What follows belongs to an exercise in optimizing a design on an open flow for small area; a production flow would make more cautious choices.
Function was checked by simulation only, so behaviour that the tests miss may differ from the original.
No activity file was given, so power comes from the tool's default toggle rates.

<file path="config.mk">
export PLATFORM = sky130hd
export DESIGN_NAME = ads126x_frame_engine
export DESIGN_NICKNAME = ads126x_frame_engine
export VERILOG_FILES = /design/flow/design.v
export SDC_FILE = /design/flow/constraint.sdc
export NUM_CORES = 4
export LEC_CHECK = 0
export CAP_MARGIN = 20
export CORE_MARGIN = 2
export CORE_UTILIZATION = 40
export SLEW_MARGIN = 20
</file>
<file path="constraint.sdc">
create_clock -name core_clock -period 10.0 [get_ports {clk}]
set_input_delay 2.0000 -clock core_clock [delete_from_list [all_inputs] [get_ports {clk}]]
set_output_delay 2.0000 -clock core_clock [all_outputs]
set_load 0.01 [all_outputs]
</file>
<file path="design.v">
module ads126x_crc8_step (
    input  wire [7:0] crc_in,
    input  wire [7:0] data,
    output reg  [7:0] crc_out
);
    integer k;
    reg [7:0] c;
    reg [7:0] d;
    always @* begin
        c = crc_in;
        d = data;
        for (k = 0; k < 8; k = k + 1) begin
            if (c[7] ^ d[0])
                c = {c[6:0], 1'b0} ^ 8'h07;
            else
                c = {c[6:0], 1'b0};
            d = {1'b0, d[7:1]};
        end
        crc_out = c;
    end
endmodule
module ads126x_integrity (
    input  wire [1:0]  mode,      
    input  wire [31:0] code,
    input  wire [7:0]  ib,
    output wire [7:0]  expected,
    output wire        match
);
    wire [7:0] c0, c1, c2, c3;
    ads126x_crc8_step u_s0 (.crc_in(8'h00), .data(code[31:24]), .crc_out(c0));
    ads126x_crc8_step u_s1 (.crc_in(c0),    .data(code[23:16]), .crc_out(c1));
    ads126x_crc8_step u_s2 (.crc_in(c1),    .data(code[15:8]),  .crc_out(c2));
    ads126x_crc8_step u_s3 (.crc_in(c2),    .data(code[7:0]),   .crc_out(c3));
    wire [7:0] sum = 8'h9B + code[31:24] + code[23:16] + code[15:8] + code[7:0];
    assign expected = (mode == 2'b10) ? c3 : sum;
    assign match    = (expected == ib);
endmodule
module ads126x_frame_engine (
    input  wire         clk,
    input  wire         rst,
    input  wire         req_valid,
    output wire         req_ready,
    input  wire [4:0]   req_kind,
    input  wire [7:0]   req_addr,
    input  wire [7:0]   req_count,
    input  wire [7:0]   req_wdata,
    input  wire [1:0]   req_mode,
    input  wire [31:0]  req_code,
    input  wire         din_valid,
    output wire         din_ready,
    input  wire [7:0]   din_data,
    output reg          rsp_valid,
    output reg  [1:0]   rsp_outcome,
    output reg  [2:0]   rsp_err,
    output reg  [2:0]   rsp_reason,
    output reg  [215:0] rsp_payload,
    output reg  [7:0]   rsp_status,
    output reg          rsp_alarm,
    output wire [1:0]   cs_state,
    output wire         refused,
    output wire         bus_valid,
    output reg  [1:0]   bus_op,
    output wire [7:0]   bus_tx,
    output wire         bus_last,
    input  wire         bus_ready,
    input  wire         bus_fail,
    input  wire [7:0]   bus_rx,
    input  wire         bus_len_bad
);
    localparam [4:0] K_CKSUM = 5'd0,  K_CRC8 = 5'd1,  K_CHECK = 5'd2,
                     K_NOP = 5'd3,    K_RESET = 5'd4, K_START1 = 5'd5,
                     K_STOP1 = 5'd6,  K_START2 = 5'd7, K_STOP2 = 5'd8,
                     K_SELFOCAL1 = 5'd9,  K_SELFGCAL1 = 5'd10, K_SYSOCAL1 = 5'd11,
                     K_SELFOCAL2 = 5'd12, K_SELFGCAL2 = 5'd13, K_SYSOCAL2 = 5'd14,
                     K_RREG = 5'd15,  K_RREGN = 5'd16, K_WREG = 5'd17,
                     K_RDOFCAL1 = 5'd18, K_RDFSCAL1 = 5'd19,
                     K_RDOFCAL2 = 5'd20, K_RDFSCAL2 = 5'd21,
                     K_RDATA1 = 5'd22, K_RDATA2 = 5'd23, K_RDDIRECT = 5'd24;
    localparam [1:0] O_OK = 2'd0, O_ERR = 2'd1, O_REFUSED = 2'd2;
    localparam [2:0] E_NONE = 3'd0, E_TRANSPORT = 3'd1, E_IO = 3'd2,
                     E_INTEGRITY = 3'd3, E_DECODE = 3'd4;
    localparam [2:0] W_NONE = 3'd0, W_ADDR = 3'd2, W_COUNT = 3'd3,
                     W_IFACE = 3'd4, W_ARG = 3'd5, W_CFG = 3'd6, W_KIND = 3'd7;
    localparam [1:0] OP_ASSERT = 2'd0, OP_XFER = 2'd1, OP_DEASSERT = 2'd2;
    localparam [1:0] CS_DEASSERTED = 2'd0, CS_ASSERTED = 2'd1, CS_UNKNOWN = 2'd2;
    localparam [1:0] I_NONE = 2'b00, I_CHECKSUM = 2'b01, I_CRC = 2'b10;
    localparam [2:0] S_IDLE = 3'd0, S_ENG = 3'd1, S_ASSERT = 3'd2,
                     S_XFER = 3'd3, S_DEASSERT = 3'd4, S_DECODE = 3'd5;
    reg [2:0]  state;
    reg        cfg_valid;
    reg        cfg_status_en;
    reg [1:0]  cfg_integ;
    reg [1:0]  cs_q;
    reg        refused_q;
    reg [4:0]  kind_q;
    reg [7:0]  addr_q;
    reg [7:0]  count_q;
    reg [7:0]  wdata_q;
    reg        p_q;              
    reg        s_q;              
    reg [1:0]  integ_q;          
    reg [7:0]  b0_q, b1_q, b2_q;  
    reg [4:0]  len_q;            
    reg [4:0]  idx_q;            
    reg        len_bad_q;
    reg [7:0]  rxbuf [0:28];     
    reg [7:0]  eng_acc;
    reg [7:0]  eng_left;
    assign req_ready = (state == S_IDLE);
    assign din_ready = (state == S_ENG);
    assign cs_state  = cs_q;
    assign refused   = refused_q;
    assign bus_valid = (state == S_ASSERT) || (state == S_XFER) || (state == S_DEASSERT);
    always @* begin
        case (state)
            S_XFER:     bus_op = OP_XFER;
            S_DEASSERT: bus_op = OP_DEASSERT;
            default:    bus_op = OP_ASSERT;
        endcase
    end
    assign bus_tx   = (state != S_XFER) ? 8'h00 :
                      (idx_q == 5'd0) ? b0_q :
                      (idx_q == 5'd1) ? b1_q :
                      (idx_q == 5'd2) ? b2_q : 8'h00;
    assign bus_last = (state == S_XFER) && (idx_q == len_q - 5'd1);
    wire [8:0] rregn_end = {1'b0, req_addr} + {1'b0, req_count} - 9'd1;
    wire       is_conv   = (req_kind == K_RDATA1) || (req_kind == K_RDATA2) ||
                           (req_kind == K_RDDIRECT);
    reg  [2:0] refuse_why;
    always @* begin
        refuse_why = W_NONE;
        if (req_kind > K_RDDIRECT)
            refuse_why = W_KIND;
        else if (((req_kind == K_RREG) || (req_kind == K_RREGN) || (req_kind == K_WREG)) &&
                 (req_addr > 8'h1A))
            refuse_why = W_ADDR;
        else if ((req_kind == K_RREGN) && ((req_count == 8'd0) || (rregn_end > 9'h01A)))
            refuse_why = W_COUNT;
        else if ((req_kind == K_WREG) && (req_addr == 8'h02) && (req_wdata[1:0] == 2'b11))
            refuse_why = W_IFACE;
        else if ((req_kind == K_CHECK) && (req_mode != I_CHECKSUM) && (req_mode != I_CRC))
            refuse_why = W_ARG;
        else if (is_conv && !cfg_valid)
            refuse_why = W_CFG;
    end
    reg [7:0] cmd_op;
    always @* begin
        case (req_kind)
            K_RESET:     cmd_op = 8'h06;
            K_START1:    cmd_op = 8'h08;
            K_STOP1:     cmd_op = 8'h0A;
            K_START2:    cmd_op = 8'h0C;
            K_STOP2:     cmd_op = 8'h0E;
            K_SELFOCAL1: cmd_op = 8'h16;
            K_SELFGCAL1: cmd_op = 8'h17;
            K_SYSOCAL1:  cmd_op = 8'h19;
            K_SELFOCAL2: cmd_op = 8'h1B;
            K_SELFGCAL2: cmd_op = 8'h1C;
            K_SYSOCAL2:  cmd_op = 8'h1E;
            K_RDATA1:    cmd_op = 8'h12;
            K_RDATA2:    cmd_op = 8'h14;
            default:     cmd_op = 8'h00;
        endcase
    end
    wire       check_match;
    wire [7:0] check_expected;
    ads126x_integrity u_check (
        .mode(req_mode), .code(req_code), .ib(req_wdata),
        .expected(check_expected), .match(check_match)
    );
    wire [7:0] eng_crc_next;
    ads126x_crc8_step u_eng_crc (.crc_in(eng_acc), .data(din_data), .crc_out(eng_crc_next));
    wire [7:0] eng_next = (kind_q == K_CKSUM) ? (eng_acc + din_data) : eng_crc_next;
    wire [4:0]  base = {4'd0, p_q} + {4'd0, s_q};     
    wire [31:0] conv_code = {rxbuf[base], rxbuf[base + 5'd1], rxbuf[base + 5'd2], rxbuf[base + 5'd3]};
    wire [7:0]  conv_ib   = rxbuf[base + 5'd4];
    wire [7:0]  conv_status = s_q ? rxbuf[{4'd0, p_q}] : 8'h00;
    wire        conv_match;
    wire [7:0]  conv_expected;
    ads126x_integrity u_conv (
        .mode(integ_q), .code(conv_code), .ib(conv_ib),
        .expected(conv_expected), .match(conv_match)
    );
    reg [215:0] rregn_payload;
    integer j;
    always @* begin
        rregn_payload = 216'd0;
        for (j = 0; j < 27; j = j + 1)
            if (j < count_q)
                rregn_payload[8*j +: 8] = rxbuf[j + 2];
    end
    wire [23:0] cal3 = {rxbuf[4], rxbuf[3], rxbuf[2]};
    wire [15:0] cal2 = {rxbuf[3], rxbuf[2]};
    always @(posedge clk) begin
        if (rst) begin
            state         <= S_IDLE;
            cfg_valid     <= 1'b0;
            cfg_status_en <= 1'b0;
            cfg_integ     <= I_NONE;
            cs_q          <= CS_UNKNOWN;
            refused_q     <= 1'b0;
            rsp_valid     <= 1'b0;
            rsp_outcome   <= O_OK;
            rsp_err       <= E_NONE;
            rsp_reason    <= W_NONE;
            rsp_payload   <= 216'd0;
            rsp_status    <= 8'h00;
            rsp_alarm     <= 1'b0;
            kind_q        <= 5'd0;
            addr_q        <= 8'h00;
            count_q       <= 8'h00;
            wdata_q       <= 8'h00;
            p_q           <= 1'b0;
            s_q           <= 1'b0;
            integ_q       <= I_NONE;
            b0_q          <= 8'h00;
            b1_q          <= 8'h00;
            b2_q          <= 8'h00;
            len_q         <= 5'd0;
            idx_q         <= 5'd0;
            len_bad_q     <= 1'b0;
            eng_acc       <= 8'h00;
            eng_left      <= 8'h00;
        end else begin
            rsp_valid <= 1'b0;
            case (state)
            S_IDLE: if (req_valid) begin
                kind_q  <= req_kind;
                addr_q  <= req_addr;
                count_q <= req_count;
                wdata_q <= req_wdata;
                rsp_outcome <= O_OK;
                rsp_err     <= E_NONE;
                rsp_reason  <= W_NONE;
                rsp_payload <= 216'd0;
                rsp_status  <= 8'h00;
                rsp_alarm   <= 1'b0;
                if (refuse_why != W_NONE) begin
                    refused_q   <= 1'b1;
                    rsp_outcome <= O_REFUSED;
                    rsp_reason  <= refuse_why;
                    rsp_valid   <= 1'b1;
                end else begin
                    case (req_kind)
                    K_CKSUM, K_CRC8: begin
                        eng_acc  <= (req_kind == K_CKSUM) ? 8'h9B : 8'h00;
                        eng_left <= req_count;
                        if (req_count == 8'd0) begin
                            rsp_payload[7:0] <= (req_kind == K_CKSUM) ? 8'h9B : 8'h00;
                            rsp_valid        <= 1'b1;
                        end else begin
                            state <= S_ENG;
                        end
                    end
                    K_CHECK: begin
                        rsp_payload[0] <= check_match;
                        rsp_valid      <= 1'b1;
                    end
                    default: begin
                        p_q     <= 1'b0;
                        s_q     <= 1'b0;
                        integ_q <= I_NONE;
                        b0_q    <= cmd_op;
                        b1_q    <= 8'h00;
                        b2_q    <= 8'h00;
                        len_q   <= 5'd1;
                        case (req_kind)
                        K_RREG: begin
                            b0_q  <= 8'h20 + req_addr;
                            len_q <= 5'd3;
                        end
                        K_RREGN: begin
                            b0_q  <= 8'h20 + req_addr;
                            b1_q  <= req_count - 8'd1;
                            len_q <= req_count[4:0] + 5'd2;
                        end
                        K_WREG: begin
                            b0_q  <= 8'h40 + req_addr;
                            b2_q  <= req_wdata;
                            len_q <= 5'd3;
                        end
                        K_RDOFCAL1: begin
                            b0_q <= 8'h27; b1_q <= 8'h02; len_q <= 5'd5;
                            addr_q <= 8'h07; count_q <= 8'd3;
                        end
                        K_RDFSCAL1: begin
                            b0_q <= 8'h2A; b1_q <= 8'h02; len_q <= 5'd5;
                            addr_q <= 8'h0A; count_q <= 8'd3;
                        end
                        K_RDOFCAL2: begin
                            b0_q <= 8'h37; b1_q <= 8'h01; len_q <= 5'd4;
                            addr_q <= 8'h17; count_q <= 8'd2;
                        end
                        K_RDFSCAL2: begin
                            b0_q <= 8'h39; b1_q <= 8'h01; len_q <= 5'd4;
                            addr_q <= 8'h19; count_q <= 8'd2;
                        end
                        K_RDATA1, K_RDATA2, K_RDDIRECT: begin
                            p_q     <= (req_kind != K_RDDIRECT);
                            s_q     <= cfg_status_en;
                            integ_q <= cfg_integ;
                            len_q   <= 5'd4 + {4'd0, (req_kind != K_RDDIRECT)} +
                                       {4'd0, cfg_status_en} + {4'd0, (cfg_integ != I_NONE)};
                        end
                        default: ;
                        endcase
                        state <= S_ASSERT;
                    end
                    endcase
                end
            end
            S_ENG: if (din_valid) begin
                eng_acc  <= eng_next;
                eng_left <= eng_left - 8'd1;
                if (eng_left == 8'd1) begin
                    rsp_payload[7:0] <= eng_next;
                    rsp_valid        <= 1'b1;
                    state            <= S_IDLE;
                end
            end
            S_ASSERT: if (bus_ready) begin
                if (bus_fail) begin
                    cs_q        <= CS_UNKNOWN;
                    rsp_outcome <= O_ERR;
                    rsp_err     <= E_IO;
                    rsp_valid   <= 1'b1;
                    state       <= S_IDLE;
                end else begin
                    cs_q  <= CS_ASSERTED;
                    idx_q <= 5'd0;
                    state <= S_XFER;
                end
            end
            S_XFER: if (bus_ready) begin
                if (bus_fail) begin
                    cs_q        <= CS_UNKNOWN;
                    rsp_outcome <= O_ERR;
                    rsp_err     <= E_TRANSPORT;
                    rsp_valid   <= 1'b1;
                    state       <= S_IDLE;
                    if ((kind_q == K_WREG) && (addr_q == 8'h02))
                        cfg_valid <= 1'b0;
                end else begin
                    rxbuf[idx_q] <= bus_rx;
                    if (bus_last) begin
                        len_bad_q <= bus_len_bad;
                        state     <= S_DEASSERT;
                    end else begin
                        idx_q <= idx_q + 5'd1;
                    end
                end
            end
            S_DEASSERT: if (bus_ready) begin
                if (bus_fail) begin
                    cs_q        <= CS_UNKNOWN;
                    rsp_outcome <= O_ERR;
                    rsp_err     <= E_IO;
                    rsp_valid   <= 1'b1;
                    state       <= S_IDLE;
                    if ((kind_q == K_WREG) && (addr_q == 8'h02))
                        cfg_valid <= 1'b0;
                end else begin
                    cs_q  <= CS_DEASSERTED;
                    state <= S_DECODE;
                end
            end
            S_DECODE: begin
                rsp_valid <= 1'b1;
                state     <= S_IDLE;
                case (kind_q)
                K_WREG: if (addr_q == 8'h02) begin
                    cfg_valid     <= 1'b1;
                    cfg_status_en <= wdata_q[2];
                    cfg_integ     <= wdata_q[1:0];
                end
                K_RREG, K_RREGN, K_RDOFCAL1, K_RDFSCAL1, K_RDOFCAL2, K_RDFSCAL2,
                K_RDATA1, K_RDATA2, K_RDDIRECT: begin
                    if (len_bad_q) begin
                        rsp_outcome <= O_ERR;
                        rsp_err     <= E_DECODE;
                    end else begin
                        case (kind_q)
                        K_RREG:     rsp_payload[7:0] <= rxbuf[2];
                        K_RREGN:    rsp_payload      <= rregn_payload;
                        K_RDOFCAL1: rsp_payload[31:0] <= {{8{cal3[23]}}, cal3};
                        K_RDFSCAL1: rsp_payload[31:0] <= {8'h00, cal3};
                        K_RDOFCAL2: rsp_payload[31:0] <= {{16{cal2[15]}}, cal2};
                        K_RDFSCAL2: rsp_payload[31:0] <= {16'h0000, cal2};
                        default: begin
                            if ((integ_q != I_NONE) && !conv_match) begin
                                rsp_outcome <= O_ERR;
                                rsp_err     <= E_INTEGRITY;
                            end else begin
                                rsp_payload[31:0] <= conv_code;
                                rsp_status        <= conv_status;
                                rsp_alarm         <= |(conv_status & 8'h1E);
                            end
                        end
                        endcase
                    end
                end
                default: ;
                endcase
            end
            default: state <= S_IDLE;
            endcase
        end
    end
endmodule
</file>
<file path="run.sh">
#!/bin/bash
# synth_recipe.tcl (not shown) runs the flow's synth.tcl, then flattens the netlist and writes it again
# the make line also repeats each setting of config.mk as NAME=value (left out here)
make -C /OpenROAD-flow-scripts/flow DESIGN_CONFIG=/design/flow/config.mk WORK_HOME=/design/flow/orfs CLKGATE_MAP_FILE= SYNTH_SCRIPT=/design/flow/synth_recipe.tcl finish
</file>
==> run notes <==
[per-layer routing]
layer	up-vias	routed length, um	GRT usage
met5	-	0	0
met4	0	2810	0.0774
met3	140	5220	0.0375
met2	763	45000	0.429
met1	10900	39300	0.335
li1	10300	-	-
[stage by stage]
stage | power, mW | cells
after CTS | 5.72 | 4003
after floorplan | 3.18 | 2754
final | 5.69 | 4004
after detailed placement | 3.47 | 3891
after global placement | 3.45 | 3891
after global routing | 5.92 | 4004
[synthesized netlist by cell type (all sizes together) (12+ instances only)]
master  instances
nor2b          31
fa             28
mux2i          48
mux4           43
nor2          151
nand4          13
xnor3          26
dfxtp         324
ha             77
clkbuf        131
a211oi         22
nor4           14
xnor2         151
xor2           48
o21ai          89
buf            29
inv           109
mux2           38
nand3         247
nand2         346
a21oi         342
a31oi          12
nor3           33
edfxtp        232
[report_power, final]
group	internal [mW]	switching (mW)	total, mW
sequential	2.39	0.0316	2.42
clock	1.30	0.961	2.26
combinational	0.428	0.584	1.01
total	4.12	1.58	5.69
[kinds of logic (layout without fill, tap and decap cells)]
kind of cell               after synthesis  after routing  synth area share
muxes                                  129            129            0.0678
and+or+nand+nor                        897            897             0.146
xor gates and xnor gates               229            229            0.0892
DFF                                    556            556             0.485
adders and majority gates              105            105            0.0550
buffers and inverters                  270            589            0.0377
AOI/OAI and AO/OA                      568            568             0.119
[critical path, cell delays in order, from the launching register on]
cell and delay (ns):
dfxtp_1 0.35, inv_1 0.09, ha_2 0.51, mux4_2 0.56, mux2i_1 0.63, ha_1 0.26, inv_1 0.05, fa_1 0.52
fa_1 0.42, ha_1 0.24, fa_1 0.41, a21o_1 0.17, a21oi_1 0.25, o21bai_1 0.10, a21oi_1 0.19, xnor2_1 0.15
xnor2_1 0.08, nor4_1 0.53, o32a_1 0.25, a41o_1 0.30, o21ai_1 0.11, a21oi_2 0.17, buf_4 0.36, mux2_2 0.39
[final timing paths]
kind / startpoint / end / slack (ns) / depth (start not counted)
max: s_q$_SDFFE_PP0P_ / rsp_payload[25]$_SDFFE_PP0P_ / 2.75 / 23
min: rsp_payload[186]$_SDFFE_PP0P_ / rsp_payload[186]$_SDFFE_PP0P_ / 0.45 / 2
max reg2reg: s_q$_SDFFE_PP0P_ / rsp_payload[25]$_SDFFE_PP0P_ / 2.75 / 23
min reg2reg: rsp_payload[186]$_SDFFE_PP0P_ / rsp_payload[186]$_SDFFE_PP0P_ / 0.45 / 2
[cell type report]
cell class              instances  area (um^2)  area share
repair buffers                367         3600       0.106
clock buffers                  81         1720      0.0507
well taps                     931         1160      0.0343
clock inverters                31          330     0.00972
flip-flops and latches        556        13500       0.396
inverters                     110          413      0.0121
multi-input cells            1928        13300       0.391
==> impl_results.md <==
- Status: finished clean
- Vias per cell: 5.53
- CTS tree: built
- Num CTS Buffers: 59
- Hold Crit Class: reg2reg
- Drt total wl: 92300 um
- Root Driver: clkbuf_16
- Clk pin slew, worst setup/hold paths: 0.06 ns
- Gr ovfl total: 0
- Setup WS pre-CTS: 2.67 ns
- Buffers on Ports: 336
- Final GP Congestion: 0.960
- Slew @ Worst Pin: 1.08 ns
- Number of synthesized flops with an enable pin: ~230
- Worst VDD drop: 123 uV
- Largest area contributor in the netlist: edfxtp_1
- Initial antenna violation count: 0
- WL per Instance: 23.1 um
- CP max FO: 24
- Crit path DAT: 7.78 ns
- DIE AREA: 71400 um^2
- Fin util: 0.495
- Synth Register Bits: 556
- Ranking of synthesized cells by area: edfxtp_1 25%, dfxtp_1 23%, a21oi_1 6.1%
- Mapped Cells: around 2800
- H-tree levels: 2
- Share of layout cells above drive strength 1: 0.0794
- Horiz. Die Dim: 267 um
- HPWL Detailed: 66500 um
- CP startpoint kind: flop
- Hold buffer count at cts: 0
- DRT iter0 DRCs: 2235
- Max-slew headroom: 0.273
- Fill count: between 6000 and 7000
- Area growth, synth to finish: 22.6%
- Post-synth ARST share: 0
- Max FFs per register: approximately 230
- Site Rows: 96
- Crit share post-route: 0.725
- Syn_nets: 2945
- CP required: 10.53 ns
- Hold Vio Cnt, Final: 0
- Setup TNS: 0 ns
- Fin Hold WS: 0.450 ns
- Number of global-route vias before repair: 21600
- Worst Setup End Kind: flop
- Clk sink count: between 500 and 600
- Antenna fix cells: 0
- WS Path Type: reg2reg
- Most common cell after layout, fill and taps aside: nand2_1
- Top reg by flops: rxbuf
- Setup WS post-layout: 2.75 ns
- Clk_skew: 0.0417 ns
- Bufs on Longest Clock Path: 3
- FMAX: 138 MHz
- PostCTS Resize Cnt: 0
- Setup-failing EPs final: 0
- Netlist cell types: 78
- Area share of the largest cell type after synthesis: 0.251
- Routed Antenna Nets: 0
- Largest regs: rxbuf x232, rsp_payload x216
- Number of vias in the routed layout: 22100
- Core area: between 60000 and 70000 um^2
- Clk Latency, worst-skew pair: approximately 0.65 ns
- First drt pass iteration count: 6
- Slew Limit Fails: 0
- DR DRC count: 0
- All-Layer GR Usage: 0.253
- Fin nets: between 3000 and 4000
- Pwr/cell area: 168 nW/um^2
- Most frequent cells in the layout: 346 x nand2_1, 339 x a21oi_1, 335 x clkdlybuf4s50_1
- Leak: about 12 nW
- Post-Syn Area per Cell: 10.1 um^2
- Maxcap violations: 0
- Ys flop type: dfxtp_1
- Design area: between 30000 and 40000 um^2
- Fin crit period: 7.25 ns
- IO Count: 337
- Post-Syn Area: 27700 um^2
- First-pass GRT wire length: between 100000 and 150000 um
- Chip Height: 267 um
- Synth Warn #: 2
- Post-CTS Setup Inserts: 0
- Placed cell area: around 32000 um^2
- Starting density of the core: 0.404
- Largest net degree at the start of global routing: between 90 and 100
- RSZ-0062 raised after global routing: false
- Register area share after synthesis: 0.485

separate check: timing with driven ports:
The results above use ideal ports. As a check the final layout listed here was re-extracted and re-timed, cells and wires unchanged.
Step 1 assumes that a clkbuf_16 drives the clock port and a buf_2 every other input.
Step 2 moves the port delays by t, midway between the first and last clock arrival at a register: inputs arrive t later, outputs are due t later. That takes back most of the time a late clock gives input paths.
Three values: no drivers, after step 1, after step 2; two values: the first two.
shift t [ns]: 0.686
slack for setup (ns): 2.751 / 2.751 / 2.751
worst setup path after step 2: register to register
After both steps setup and hold are still met in this run. For this run, drivers alone change the setup slack by 0.000 ns; drivers and shift together by 0.000 ns.
